This is an optimization exercise on Yosys and OpenROAD, whose aim is small area, a short achievable clock period and few clock cycles, not a production implementation.
RTL that was checked went through simulation tests only; none was proved equivalent to the original.
Power is estimated from default activity; no workload was simulated.

==> module cpu4, before the edit <==
module cpu4 (
    input  wire       clk,
    input  wire       rst,         
    output wire [7:0] rom_addr,
    input  wire [7:0] rom_data,
    input  wire       img_we,
    input  wire [3:0] img_addr,
    input  wire [3:0] img_data,
    input  wire       in_valid,
    input  wire [3:0] in_data,
    input  wire [3:0] sw_toggle,
    output wire       out_valid,
    output wire [3:0] out_data,
    output wire [3:0] led,
    output wire [3:0] sw,
    output wire       waiting,
    output wire       halted
);
    reg  [7:0] pc;
    reg  [7:0] ir;            
    reg        iv;            
    reg  [3:0] opv;           
    reg        jp;            
    reg  [3:0] acc;
    reg        zf, cf;
    reg  [4:0] sp;            
    reg  [3:0] ram   [0:15];
    reg  [7:0] stack [0:15];  
    reg  [3:0] led_r;
    reg  [3:0] sw_r;
    reg        wt;            
    reg        ht;            
    reg        ov;            
    wire [3:0] op = ir[7:4];
    wire [3:0] n  = ir[3:0];
    wire       is_ext   = (op == 4'hF);
    wire       sp_full  = sp[4];
    wire       sp_empty = (sp == 5'd0);
    wire [3:0] sp_dec   = sp[3:0] - 4'd1;
    wire [7:0] stk_top  = stack[sp_dec];
    wire [3:0] ram_ind  = ram[opv];
    wire [4:0] sum      = {1'b0, acc} + {1'b0, opv};
    wire [4:0] diff     = {1'b0, acc} - {1'b0, opv};
    wire [7:0] pc_inc   = pc + 8'd1;
    wire [7:0] pc_inc2  = pc + 8'd2;
    wire e_go   = iv & ~wt & ~ht;    
    wire e_lda14 = (op == 4'h1) && (n == 4'd14);
    wire e_hlt  = is_ext && (n == 4'h0);
    wire e_rst  = is_ext && (n == 4'h1);
    wire e_ret  = is_ext && (n == 4'h6) && !sp_empty;
    wire kill   = e_go & (e_lda14 | e_hlt | e_rst | e_ret);
    reg  [3:0] acc_e;
    reg        zf_e, cf_e;
    always @(*) begin
        acc_e = acc;
        zf_e  = zf;
        cf_e  = cf;
        case (op)
        4'h1: if (n != 4'd14) begin acc_e = opv; zf_e = (opv == 4'd0); end
        4'h2: begin acc_e = n; zf_e = (n == 4'd0); end
        4'h4: begin acc_e = sum[3:0]; cf_e = sum[4]; zf_e = (sum[3:0] == 4'd0); end
        4'h5: begin acc_e = diff[3:0]; cf_e = diff[4]; zf_e = (diff[3:0] == 4'd0); end
        4'h6: begin acc_e = acc & opv; zf_e = ((acc & opv) == 4'd0); end
        4'h7: begin acc_e = acc | opv; zf_e = ((acc | opv) == 4'd0); end
        4'h8: begin acc_e = acc ^ opv; zf_e = ((acc ^ opv) == 4'd0); end
        4'h9: begin acc_e = ram_ind; zf_e = (ram_ind == 4'd0); end
        4'hF: begin
            case (n)
            4'h1: begin acc_e = 4'd0; zf_e = 1'b0; cf_e = 1'b0; end
            4'h3: begin acc_e = ~acc; zf_e = (acc == 4'hF); end
            4'h5: if (!sp_empty) acc_e = stk_top[3:0];
            default: ;
            endcase
        end
        default: ;
        endcase
    end
    wire e_zmod = iv & ((op == 4'h1) | (op == 4'h2) | (op == 4'h4) | (op == 4'h5) |
                        (op == 4'h6) | (op == 4'h7) | (op == 4'h8) | (op == 4'h9) |
                        (ir == 8'hF3));
    wire e_cmod = iv & ((op == 4'h4) | (op == 4'h5));
    reg        ram_we;
    reg  [3:0] ram_wa;
    reg  [3:0] ram_wd;
    always @(*) begin
        ram_we = 1'b0;
        ram_wa = n;
        ram_wd = acc;
        if (img_we) begin
            ram_we = 1'b1;
            ram_wa = img_addr;
            ram_wd = img_data;
        end else if (wt) begin
            ram_we = in_valid;
            ram_wa = 4'd14;
            ram_wd = in_data;
        end else if (e_go && op == 4'h3) begin
            ram_we = 1'b1;
        end else if (e_go && op == 4'hA) begin
            ram_we = 1'b1;
            ram_wa = opv;
        end
    end
    wire ram_clr = rst | (e_go & e_rst);
    integer i;
    always @(posedge clk) begin
        for (i = 0; i < 16; i = i + 1)
            if (ram_clr || (ram_we && ram_wa == i))
                ram[i] <= ram_clr ? 4'd0 : ram_wd;
    end
    wire stk_push = e_go && !sp_full && (op == 4'hE || ir == 8'hF4);
    wire [7:0] stk_wd = (op == 4'hE) ? pc_inc : {4'd0, acc};
    always @(posedge clk) begin
        if (stk_push)
            stack[sp[3:0]] <= stk_wd;
    end
    wire [3:0] f_op  = rom_data[7:4];
    wire [3:0] f_n   = rom_data[3:0];
    wire       f_br  = ~jp & (((f_op == 4'hC) & e_zmod) | ((f_op == 4'hD) & e_cmod));
    wire       f_go  = (~iv | e_go) & ~kill & ~ht & ~wt & ~img_we & ~f_br;
    wire [3:0] f_opv = (ram_we && ram_wa == f_n) ? ram_wd : ram[f_n];
    always @(posedge clk) begin
        if (rst) begin
            pc    <= 8'd0;
            iv    <= 1'b0;
            jp    <= 1'b0;
            acc   <= 4'd0;
            zf    <= 1'b0;
            cf    <= 1'b0;
            sp    <= 5'd0;
            led_r <= 4'd0;
            wt    <= 1'b0;
            ht    <= 1'b0;
            ov    <= 1'b0;
        end else begin
            ov <= 1'b0;
            if (e_go) begin
                acc <= acc_e;
                zf  <= zf_e;
                cf  <= cf_e;
                case (op)
                4'h1: if (n == 4'd14) wt <= 1'b1;
                4'h3: if (n == 4'd15) led_r <= acc;
                4'hE: if (!sp_full) sp <= sp + 5'd1;
                4'hF: begin
                    case (n)
                    4'h0: ht <= 1'b1;
                    4'h1: begin
                        pc    <= 8'd0;
                        sp    <= 5'd0;
                        led_r <= 4'd0;
                    end
                    4'h2: ov <= 1'b1;
                    4'h4: if (!sp_full) sp <= sp + 5'd1;
                    4'h5: if (!sp_empty) sp <= sp - 5'd1;
                    4'h6: if (!sp_empty) begin
                        pc <= stk_top;
                        sp <= sp - 5'd1;
                    end
                    default: ;
                    endcase
                end
                default: ;
                endcase
            end else if (wt && in_valid) begin
                acc <= in_data;
                zf  <= (in_data == 4'd0);
                wt  <= 1'b0;
            end
            if (e_go)
                iv <= 1'b0;
            if (f_go) begin
                if (jp) begin
                    pc <= rom_data;
                    jp <= 1'b0;
                end else begin
                    case (f_op)
                    4'hB: begin
                        pc <= pc_inc;
                        jp <= 1'b1;
                    end
                    4'hC: begin
                        if (zf) begin pc <= pc_inc; jp <= 1'b1; end
                        else pc <= pc_inc2;
                    end
                    4'hD: begin
                        if (cf) begin pc <= pc_inc; jp <= 1'b1; end
                        else pc <= pc_inc2;
                    end
                    4'hE: begin
                        pc <= pc_inc;
                        jp <= 1'b1;
                        ir <= rom_data;
                        iv <= 1'b1;
                    end
                    default: begin
                        pc  <= pc_inc;
                        ir  <= rom_data;
                        opv <= f_opv;
                        iv  <= 1'b1;
                    end
                    endcase
                end
            end
        end
    end
    always @(posedge clk) begin
        if (rst)
            sw_r <= 4'd0;
        else
            sw_r <= sw_r ^ sw_toggle;
    end
    assign rom_addr  = pc;
    assign out_valid = ov;
    assign out_data  = acc;
    assign led       = led_r;
    assign sw        = sw_r;
    assign waiting   = wt;
    assign halted    = ht;
endmodule
make LEC_CHECK=0 ABC_CLOCK_PERIOD_IN_PS=2500 CAP_MARGIN=20 CORE_MARGIN=2 CORE_UTILIZATION=40 SETUP_SLACK_MARGIN=2.2 SLEW_MARGIN=20 finish   # period 5.0 ns
run.sh (not shown) runs the stock make flow with config.mk's settings and CLKGATE_MAP_FILE= SYNTH_SCRIPT=/design/flow/synth_recipe.tcl, a recipe that flattens the netlist after the stock synthesis.
Next try:
--- a/flow/design.v
+++ b/flow/design.v
@@ -40,13 +40,13 @@
     wire [7:0] stk_top  = stack[sp_dec];
     wire [3:0] ram_ind  = ram[opv];
     wire [4:0] sum      = {1'b0, acc} + {1'b0, opv};
     wire [4:0] diff     = {1'b0, acc} - {1'b0, opv};
     wire [7:0] pc_inc   = pc + 8'd1;
     wire [7:0] pc_inc2  = pc + 8'd2;
-    wire e_go   = iv & ~wt & ~ht;    
+    wire e_go   = iv & ~wt & ~ht & ~img_we;
     wire e_lda14 = (op == 4'h1) && (n == 4'd14);
     wire e_hlt  = is_ext && (n == 4'h0);
     wire e_rst  = is_ext && (n == 4'h1);
     wire e_ret  = is_ext && (n == 4'h6) && !sp_empty;
     wire kill   = e_go & (e_lda14 | e_hlt | e_rst | e_ret);
     reg  [3:0] acc_e;
@@ -72,16 +72,14 @@
             default: ;
             endcase
         end
         default: ;
         endcase
     end
-    wire e_zmod = iv & ((op == 4'h1) | (op == 4'h2) | (op == 4'h4) | (op == 4'h5) |
-                        (op == 4'h6) | (op == 4'h7) | (op == 4'h8) | (op == 4'h9) |
-                        (ir == 8'hF3));
-    wire e_cmod = iv & ((op == 4'h4) | (op == 4'h5));
+    wire z_next = e_go ? zf_e : (wt & in_valid) ? (in_data == 4'd0) : zf;
+    wire c_next = e_go ? cf_e : cf;
     reg        ram_we;
     reg  [3:0] ram_wa;
     reg  [3:0] ram_wd;
     always @(*) begin
         ram_we = 1'b0;
         ram_wa = n;
@@ -113,14 +111,13 @@
     always @(posedge clk) begin
         if (stk_push)
             stack[sp[3:0]] <= stk_wd;
     end
     wire [3:0] f_op  = rom_data[7:4];
     wire [3:0] f_n   = rom_data[3:0];
-    wire       f_br  = ~jp & (((f_op == 4'hC) & e_zmod) | ((f_op == 4'hD) & e_cmod));
-    wire       f_go  = (~iv | e_go) & ~kill & ~ht & ~wt & ~img_we & ~f_br;
+    wire       f_go  = (~iv | e_go) & ~kill & ~ht & ~(wt & ~in_valid);
     wire [3:0] f_opv = (ram_we && ram_wa == f_n) ? ram_wd : ram[f_n];
     always @(posedge clk) begin
         if (rst) begin
             pc    <= 8'd0;
             iv    <= 1'b0;
             jp    <= 1'b0;
@@ -166,28 +163,30 @@
                 acc <= in_data;
                 zf  <= (in_data == 4'd0);
                 wt  <= 1'b0;
             end
             if (e_go)
                 iv <= 1'b0;
+            if (!f_go && !e_go && img_we && ir[3:0] == img_addr)
+                opv <= img_data;    
             if (f_go) begin
                 if (jp) begin
                     pc <= rom_data;
                     jp <= 1'b0;
                 end else begin
                     case (f_op)
                     4'hB: begin
                         pc <= pc_inc;
                         jp <= 1'b1;
                     end
                     4'hC: begin
-                        if (zf) begin pc <= pc_inc; jp <= 1'b1; end
+                        if (z_next) begin pc <= pc_inc; jp <= 1'b1; end
                         else pc <= pc_inc2;
                     end
                     4'hD: begin
-                        if (cf) begin pc <= pc_inc; jp <= 1'b1; end
+                        if (c_next) begin pc <= pc_inc; jp <= 1'b1; end
                         else pc <= pc_inc2;
                     end
                     4'hE: begin
                         pc <= pc_inc;
                         jp <= 1'b1;
                         ir <= rom_data;
The new run went through all stages and came out clean.
Sequential cell count does not change.
Clock power stays flat.
Routed wire length is higher by 9.5%.
Cell area is higher by 9.7%.
Total power is higher by 12%.
Sequential share of layout area is lower by 4.1 points.
Die area is higher by 2.4%.
No run of this note included a check of the RTL's function; only the layout flow was run.

---

Setup of before:
The RTL this note starts from:
==> flow/design.v <==
module cpu4 (
    input  wire       clk,
    input  wire       rst,         
    output wire [7:0] rom_addr,
    input  wire [7:0] rom_data,
    input  wire       img_we,
    input  wire [3:0] img_addr,
    input  wire [3:0] img_data,
    input  wire       in_valid,
    input  wire [3:0] in_data,
    input  wire [3:0] sw_toggle,
    output wire       out_valid,
    output wire [3:0] out_data,
    output wire [3:0] led,
    output wire [3:0] sw,
    output wire       waiting,
    output wire       halted
);
    reg  [7:0] pc;
    reg  [7:0] ir;            
    reg        iv;            
    reg  [3:0] opv;           
    reg        c_sta;         
    reg        c_stai;        
    reg        c_push;        
    reg        c_zmod;        
    reg        c_cmod;        
    reg        c_kill;        
    reg        jp;            
    reg  [3:0] acc;
    reg        zf, cf;
    reg  [3:0] spm;           
    reg        s_empty;       
    reg        s_full;        
    reg  [3:0] ram   [0:15];
    reg  [7:0] stack [0:15];  
    reg  [3:0] led_r;
    reg  [3:0] sw_r;
    reg        wt;            
    reg        ht;            
    reg        ov;            
    wire [3:0] op = ir[7:4];
    wire [3:0] n  = ir[3:0];
    wire       e_ext  = (op == 4'hF);
    wire       e_rst  = iv & e_ext & (n == 4'h1);
    wire       e_pop  = iv & e_ext & (n == 4'h5) & ~s_empty;
    wire       e_ret  = iv & e_ext & (n == 4'h6) & ~s_empty;
    wire       e_push = iv & c_push & ~s_full;
    wire       kill   = iv & c_kill;
    wire [7:0] stk_top = stack[spm];
    wire [3:0] ram_ind = ram[opv];
    wire [4:0] sum     = {1'b0, acc} + {1'b0, opv};
    wire [4:0] diff    = {1'b0, acc} - {1'b0, opv};
    wire [3:0] negacc  = 4'd0 - acc;
    wire [7:0] pc_inc  = pc + 8'd1;
    wire [7:0] pc_inc2 = pc + 8'd2;
    wire       opv_z   = (opv == 4'd0);
    wire       acc_z   = (acc == 4'd0);
    wire       eq      = (opv == acc);
    reg  [3:0] acc_e;
    reg        zf_e, cf_e;
    always @(*) begin
        acc_e = acc;
        zf_e  = zf;
        cf_e  = cf;
        case (op)
        4'h1: begin acc_e = opv; zf_e = opv_z; end
        4'h2: begin acc_e = n; zf_e = (n == 4'd0); end
        4'h4: begin acc_e = sum[3:0]; cf_e = sum[4]; zf_e = (opv == negacc); end
        4'h5: begin acc_e = diff[3:0]; cf_e = diff[4]; zf_e = eq; end
        4'h6: begin acc_e = acc & opv; zf_e = ((acc & opv) == 4'd0); end
        4'h7: begin acc_e = acc | opv; zf_e = acc_z & opv_z; end
        4'h8: begin acc_e = acc ^ opv; zf_e = eq; end
        4'h9: begin acc_e = ram_ind; zf_e = (ram_ind == 4'd0); end
        4'hF: begin
            case (n)
            4'h1: begin acc_e = 4'd0; zf_e = 1'b0; cf_e = 1'b0; end
            4'h3: begin acc_e = ~acc; zf_e = (acc == 4'hF); end
            4'h5: if (!s_empty) acc_e = stk_top[3:0];
            default: ;
            endcase
        end
        default: ;
        endcase
    end
    wire       ram_clr = rst | e_rst;
    wire [3:0] ram_wd  = ram_clr ? 4'd0 : img_we ? img_data : wt ? in_data : acc;
    integer i;
    always @(posedge clk) begin
        for (i = 0; i < 16; i = i + 1)
            if (ram_clr || (img_we && img_addr == i) || (wt && in_valid && i == 14) ||
                (iv && c_sta && n == i) || (iv && c_stai && opv == i))
                ram[i] <= ram_wd;
    end
    wire [7:0] stk_wd = (op == 4'hE) ? pc_inc : {4'd0, acc};
    always @(posedge clk) begin
        for (i = 0; i < 16; i = i + 1)
            if (e_push && spm == ((i + 15) % 16))
                stack[i] <= stk_wd;
    end
    wire [3:0] f_op  = rom_data[7:4];
    wire [3:0] f_n   = rom_data[3:0];
    wire       f_br  = ~jp & iv & (((f_op == 4'hC) & c_zmod) | ((f_op == 4'hD) & c_cmod));
    wire       f_go  = ~kill & ~ht & ~wt & ~img_we & ~f_br;
    wire       f_fwd = iv & ((c_sta & (n == f_n)) | (c_stai & (opv == f_n)));
    wire [3:0] f_opv = f_fwd ? acc : ram[f_n];
    wire       d_zmod = (f_op == 4'h1) | (f_op == 4'h2) | (f_op == 4'h4) | (f_op == 4'h5) |
                        (f_op == 4'h6) | (f_op == 4'h7) | (f_op == 4'h8) | (f_op == 4'h9) |
                        (rom_data == 8'hF3);
    wire       d_cmod = (f_op == 4'h4) | (f_op == 4'h5);
    wire       d_kill = (rom_data == 8'h1E) | (rom_data == 8'hF0) | (rom_data == 8'hF1) |
                        (rom_data == 8'hF6);
    always @(posedge clk) begin
        ir     <= rom_data;
        opv    <= f_opv;
        c_sta  <= (f_op == 4'h3);
        c_stai <= (f_op == 4'hA);
        c_push <= (f_op == 4'hE) | (rom_data == 8'hF4);
        c_zmod <= d_zmod;
        c_cmod <= d_cmod;
        c_kill <= d_kill;
    end
    always @(posedge clk) begin
        if (rst) begin
            pc      <= 8'd0;
            iv      <= 1'b0;
            jp      <= 1'b0;
            acc     <= 4'd0;
            zf      <= 1'b0;
            cf      <= 1'b0;
            spm     <= 4'd15;
            s_empty <= 1'b1;
            s_full  <= 1'b0;
            led_r   <= 4'd0;
            wt      <= 1'b0;
            ht      <= 1'b0;
            ov      <= 1'b0;
        end else begin
            ov <= iv & (ir == 8'hF2);
            if (iv) begin
                acc <= acc_e;
                zf  <= zf_e;
                cf  <= cf_e;
            end else if (wt && in_valid) begin
                acc <= in_data;
                zf  <= (in_data == 4'd0);
                wt  <= 1'b0;
            end
            if (iv && ir == 8'h1E) wt <= 1'b1;
            if (iv && ir == 8'hF0) ht <= 1'b1;
            if (iv && c_sta && n == 4'd15) led_r <= acc;
            if (e_push) begin
                spm     <= spm + 4'd1;
                s_empty <= 1'b0;
                s_full  <= (spm == 4'd14);
            end
            if (e_pop || e_ret) begin
                spm     <= spm - 4'd1;
                s_full  <= 1'b0;
                s_empty <= (spm == 4'd0);
            end
            if (e_rst) begin
                spm     <= 4'd15;
                s_empty <= 1'b1;
                s_full  <= 1'b0;
                led_r   <= 4'd0;
            end
            if (e_ret) pc <= stk_top;
            if (e_rst) pc <= 8'd0;
            iv <= 1'b0;
            if (f_go) begin
                if (jp) begin
                    pc <= rom_data;
                    jp <= 1'b0;
                end else begin
                    case (f_op)
                    4'hB: begin
                        pc <= pc_inc;
                        jp <= 1'b1;
                    end
                    4'hC: begin
                        if (zf) begin pc <= pc_inc; jp <= 1'b1; end
                        else pc <= pc_inc2;
                    end
                    4'hD: begin
                        if (cf) begin pc <= pc_inc; jp <= 1'b1; end
                        else pc <= pc_inc2;
                    end
                    default: begin
                        pc     <= pc_inc;
                        jp     <= (f_op == 4'hE);
                        iv     <= 1'b1;
                    end
                    endcase
                end
            end
        end
    end
    always @(posedge clk) begin
        if (rst)
            sw_r <= 4'd0;
        else
            sw_r <= sw_r ^ sw_toggle;
    end
    assign rom_addr  = pc;
    assign out_valid = ov;
    assign out_data  = acc;
    assign led       = led_r;
    assign sw        = sw_r;
    assign waiting   = wt;
    assign halted    = ht;
endmodule
==> flow/config.mk <==
export PLATFORM = sky130hd
export DESIGN_NAME = cpu4
export DESIGN_NICKNAME = cpu4
export VERILOG_FILES = /design/flow/design.v
export SDC_FILE = /design/flow/constraint.sdc
export NUM_CORES = 4
export LEC_CHECK = 0
export ABC_CLOCK_PERIOD_IN_PS = 2200
export CAP_MARGIN = 20
export CORE_MARGIN = 2
export CORE_UTILIZATION = 40
export SETUP_SLACK_MARGIN = 2.6
export SLEW_MARGIN = 20
==> flow/constraint.sdc <==
create_clock -name core_clock -period 5.0 [get_ports {clk}]
set_input_delay 1.0000 -clock core_clock [delete_from_list [all_inputs] [get_ports {clk}]]
set_output_delay 1.0000 -clock core_clock [all_outputs]
set_load 0.01 [all_outputs]
standard.sh (not shown) runs the stock make flow with config.mk's settings and CLKGATE_MAP_FILE= SYNTH_SCRIPT=/design/flow/synth_recipe.tcl, a recipe that flattens the netlist after the stock synthesis.
==> flow/flow/run.sh <==
#!/bin/bash
# The standard layout (standard.sh: the standard flow's synthesis and ORFS flow, unchanged),
# with the ports buffered by sky130_fd_sc_hd__buf_2 instead of the cell
# buffer_ports picks by default. Every port still gets its own buffer.
set -euo pipefail
export BUFFER_PORTS_ARGS="-buffer_cell sky130_fd_sc_hd__buf_2"
bash standard.sh finish > standard.log 2>&1
Testbench counts of before, summed over its fixed seeds: cycles 120,587.
diff inputs: before => after
--- a/flow/design.v
+++ b/flow/design.v
@@ -110,18 +110,8 @@
     wire       d_cmod = (f_op == 4'h4) | (f_op == 4'h5);
     wire       d_kill = (rom_data == 8'h1E) | (rom_data == 8'hF0) | (rom_data == 8'hF1) |
                         (rom_data == 8'hF6);
     always @(posedge clk) begin
-        ir     <= rom_data;
-        opv    <= f_opv;
-        c_sta  <= (f_op == 4'h3);
-        c_stai <= (f_op == 4'hA);
-        c_push <= (f_op == 4'hE) | (rom_data == 8'hF4);
-        c_zmod <= d_zmod;
-        c_cmod <= d_cmod;
-        c_kill <= d_kill;
-    end
-    always @(posedge clk) begin
         if (rst) begin
             pc      <= 8'd0;
             iv      <= 1'b0;
             jp      <= 1'b0;
@@ -188,9 +178,17 @@
                     end
                     default: begin
                         pc     <= pc_inc;
                         jp     <= (f_op == 4'hE);
+                        ir     <= rom_data;
+                        opv    <= f_opv;
                         iv     <= 1'b1;
+                        c_sta  <= (f_op == 4'h3);
+                        c_stai <= (f_op == 4'hA);
+                        c_push <= (f_op == 4'hE) | (rom_data == 8'hF4);
+                        c_zmod <= d_zmod;
+                        c_cmod <= d_cmod;
+                        c_kill <= d_kill;
                     end
                     endcase
                 end
             end
after vs. before: proportion of power drawn by flip-flops and latches +0.7 points, number of cells after detailed placement +14, sequential share of layout area +0.27 points, netlist area before placement ~0 delta.
The run showing the smaller complex-gate fraction of the synthesized area is after.
Setup slack in after is 64 ps below before.
Diff after and before: multi-input logic portion of the cell area higher in before
No functional check of the RTL was part of after.

[re-timing with driven ports]
In the flow no input, the clock included, has a driving cell. The finished layouts below were timed again as built, in two steps. Step 1 sets driving cells, clkbuf_16 on the clock port and buf_2 on the other inputs (assumed; they add their load-dependent delay and slew). Step 2 moves the port delays by t, midway between the first and last clock arrival at a register: inputs arrive t later, outputs are due t later. That takes back most of the time a late clock gives input paths. a / b / c = no drivers / after step 1 / after step 2; a / b = the first two.
run | t (ns) | slack for setup (ns) | hold slack, ns | worst slew at a driven data input, ns
the first run of note 1 | 0.577 | 2.247 / 2.203 / 1.709 | 0.492 / 0.492 / 0.492 | 0.04
the second run of note 1 | 0.593 | 1.955 / 1.955 / 1.456 | 0.498 / 0.498 / 0.498 | 0.05
before | 0.612 | 2.612 / 2.577 / 2.069 | 0.508 / 0.508 / 0.508 | 0.05
after | 0.608 | 2.549 / 2.549 / 2.060 | 0.478 / 0.478 / 0.478 | 0.09
After both steps every run listed still meets setup and hold. The setup slack of before, which loses most, moves by -0.035 ns with the drivers and by -0.543 ns with both steps.
